What follows belongs to an exercise in optimizing a design on an open flow for small area, a short achievable clock period and few clock cycles; a production flow would make more cautious choices. RTL that was checked went through simulation tests only; none was proved equivalent to the original. Power figures rest on the tool's default switching activity, not on a simulated workload.

== run 1 ==
// riw16_core
module riw16_core (
    input  wire        clk,
    input  wire        rst,           
    output reg         mem_req,
    output reg         mem_we,
    output reg  [15:0] mem_addr,
    output reg  [15:0] mem_wdata,
    input  wire        mem_ready,
    input  wire [15:0] mem_rdata,
    input  wire        st_attached,
    input  wire        st_openable,
    input  wire        st_too_big,
    output reg         out_valid,
    output reg  [7:0]  out_byte,
    output reg         halted,
    output reg  [7:0]  status
);
    localparam OP_LOCT   = 4'h0;
    localparam OP_UOCT   = 4'h1;
    localparam OP_LOAD   = 4'h2;
    localparam OP_STORE  = 4'h3;
    localparam OP_ADD    = 4'h4;
    localparam OP_SUB    = 4'h5;
    localparam OP_AND    = 4'h6;
    localparam OP_OR     = 4'h7;
    localparam OP_XOR    = 4'h8;
    localparam OP_NOR    = 4'h9;
    localparam OP_SHIFT  = 4'hA;
    localparam OP_CMPA   = 4'hB;
    localparam OP_CMPS   = 4'hC;
    localparam OP_BRANCH = 4'hD;
    reg [15:0] pc;         
    reg [15:0] ir;         
    reg        iv;
    reg [15:0] opb;        
    reg [15:0] opc;        
    reg        m;          
    reg [15:0] ea;         
    reg [3:0]  wa;         
    reg        is_st;      
    reg [15:0] sdata;      
    reg        st255;      
  ...
Size in the first run: about 2,400 cells after synthesis, about 360 flip-flops, ~23,000 um^2 of cells after synthesis.
export LEC_CHECK = 0
export CAP_MARGIN = 20
export CORE_MARGIN = 2
export CORE_UTILIZATION = 40
export SETUP_SLACK_MARGIN = 3.0
export SLEW_MARGIN = 20
create_clock -name core_clock -period 8.0 [get_ports {clk}]
run.sh (not shown) runs the stock make flow with config.mk's settings and CLKGATE_MAP_FILE= SYNTH_SCRIPT=/design/flow/synth_recipe.tcl, a recipe that flattens the netlist after the stock synthesis.
Inputs modified between run 1 and run 2:
--- a/flow/config.mk
+++ b/flow/config.mk
@@ -10,3 +10,3 @@
 export CORE_UTILIZATION = 40
-export SETUP_SLACK_MARGIN = 3.0
+export SETUP_SLACK_MARGIN = 3.8
 export SLEW_MARGIN = 20
Results
Sequential logic power essentially unchanged between run 1 and run 2. Run 2 vs. run 1: wire length increased by 2400 um relative to the old numbers, sequential power share -0.5 points. First-iteration DRC count: run 2 vs run 1 — no meaningful difference.
Relative to run 2, the following input files were edited for run 3:
--- a/flow/config.mk
+++ b/flow/config.mk
@@ -10,3 +10,3 @@
 export CORE_UTILIZATION = 40
-export SETUP_SLACK_MARGIN = 3.8
+export SETUP_SLACK_MARGIN = 4.4
 export SLEW_MARGIN = 20
--- outcome ---
Clock power delta (run 3 -> run 2): insignificant. Run 3 vs. run 2: upper clock frequency limit now sits higher, wire length of the first global-routing pass now sits higher, number of sinks handled by clock tree synthesis now sits at about the same level, setup slack on the worst flop-to-flop path now sits higher, met2 track demand over resource in global routing now sits higher. sky130_fd_sc_hd__nor4_4 as the worst-path cell with the longest stage delay was reported by run 2, and sky130_fd_sc_hd__dfxtp_4 by run 3. Against run 2, average vias per placed instance in run 3 rose slightly. Global-route usage ends up higher on run 3.
Function was not checked in any run of this note: the RTL went through the layout flow alone.

* * *

== the reference run ==
Another version of the RTL of riw16_core (not shown whole).
For scale: about 2400 cells after synthesis, roughly 320 flip-flops, ~74 I/O pins.
clock: 8.0 ns
lec_check: 0
cap_margin: 20
core_margin: 2
core_utilization: 40
slew_margin: 20
The reference run: all stages complete, timing, DRC and antenna checks passed
Testbench counts of the reference run, summed over its fixed seeds: cycles 162,730.
The following lists how the trial run was set up differently from the reference run:
# the reference run
export LEC_CHECK = 0
export CAP_MARGIN = 20
export CORE_MARGIN = 2
export CORE_UTILIZATION = 40
export SLEW_MARGIN = 20
create_clock -name core_clock -period 8.0 [get_ports {clk}]
# the trial run
export LEC_CHECK = 0
export ABC_CLOCK_PERIOD_IN_PS = 4500
export CAP_MARGIN = 20
export CORE_MARGIN = 2
export CORE_UTILIZATION = 40
export SETUP_SLACK_MARGIN = 3.0
export SLEW_MARGIN = 20
create_clock -name core_clock -period 8.0 [get_ports {clk}]
## What came out
- As of the trial run, count of clock-buffer cells in the layout had risen by a few percent compared to the reference run.
- Per the comparison of the trial run with the reference run, overall power rose 12%, pre-CTS setup slack fell 0.65 ns, number of filler instances in the final layout fell about 6%, post-detailed-placement half-perimeter wirelength fell about 4%, met3 usage in global routing rose 0.71 points.

* * *

## job 101
Another version of the RTL of riw16_core (not shown whole).
Size: about 2600 cells after synthesis, ~360 flip-flops, about 74 I/O pins, roughly 25000 sq um of cells after synthesis.
Design riw16_core, start of the top module:
module riw16_core (
    input  wire        clk,
    input  wire        rst,           
    output reg         mem_req,
    output reg         mem_we,
    output reg  [15:0] mem_addr,
    output reg  [15:0] mem_wdata,
    input  wire        mem_ready,
    input  wire [15:0] mem_rdata,
    input  wire        st_attached,
    input  wire        st_openable,
    input  wire        st_too_big,
    output reg         out_valid,
    output reg  [7:0]  out_byte,
    output reg         halted,
    output reg  [7:0]  status
);
    localparam OP_LOCT   = 4'h0;
    localparam OP_UOCT   = 4'h1;
    localparam OP_LOAD   = 4'h2;
    localparam OP_STORE  = 4'h3;
    localparam OP_ADD    = 4'h4;
    localparam OP_SUB    = 4'h5;
    localparam OP_AND    = 4'h6;
    localparam OP_OR     = 4'h7;
    localparam OP_XOR    = 4'h8;
    localparam OP_NOR    = 4'h9;
    localparam OP_SHIFT  = 4'hA;
    localparam OP_CMPA   = 4'hB;
    localparam OP_CMPS   = 4'hC;
    localparam OP_BRANCH = 4'hD;
    reg [15:0] pc;         
    reg [15:0] ir;         
    reg        iv;
    reg [15:0] opb;        
    reg [15:0] opc;        
    reg        m;          
    reg [15:0] ea;         
    reg [3:0]  wa;         
  ...
export LEC_CHECK = 0
export CAP_MARGIN = 20
export CORE_MARGIN = 2
export CORE_UTILIZATION = 40
export SETUP_SLACK_MARGIN = 4.0
export SLEW_MARGIN = 20
create_clock -name core_clock -period 8.0 [get_ports {clk}]
Testbench counts of job 101, summed over its fixed seeds: cycles 165,507.
### job 101 -> job 102
Settings: SETUP_SLACK_MARGIN changed from 4.0 to 4.2.
Notes after the runs:
- Job 102 — share of cells above drive strength 1 1.8 points higher, job 101 as reference
- Pin slew with the least headroom to its limit: lower on job 102
- Job 102 against job 101: final design instance area without fill rose by 0.96%; post-placement cell count was more or less identical; layout net count now larger.
- Job 102: all stages complete, timing, DRC and antenna checks passed

## port drivers added, routing unchanged
The results above use ideal ports. As a check the final layouts listed here were re-extracted and re-timed, cells and wires unchanged. Step 1, drivers: a clkbuf_16 drives clk and a buf_2 each remaining input, both assumed. Step 2 also shifts input and output timing later by t, the mid clock arrival at the registers, as if the neighbouring blocks saw the same clock. Three values: ideal, step 1, step 2; two values: the first two.
run	t, ns	slack for setup (ns)	worst setup path at the end	slew at the worst register clock pin (ns)
run 1	0.648	2.924 / 2.924 / 2.376	input to register	0.07 / 0.07
run 2	0.643	3.836 / 3.779 / 3.235	input to register	0.07 / 0.07
run 3	0.645	4.139 / 4.072 / 3.644	input to register	0.07 / 0.07
the reference run	0.635	0.909 / 0.852 / 1.202	register to register	0.07 / 0.07
the trial run	0.631	2.524 / 2.524 / 2.524	register to register	0.07 / 0.07
job 101	0.665	3.845 / 3.845 / 3.326	input to register	0.07 / 0.07
job 102	0.641	4.136 / 4.112 / 3.581	input to register	0.07 / 0.07
After both steps setup and hold are still met in every run listed. The setup slack of run 2, which loses most, moves by -0.057 ns with the drivers and by -0.601 ns with both steps.
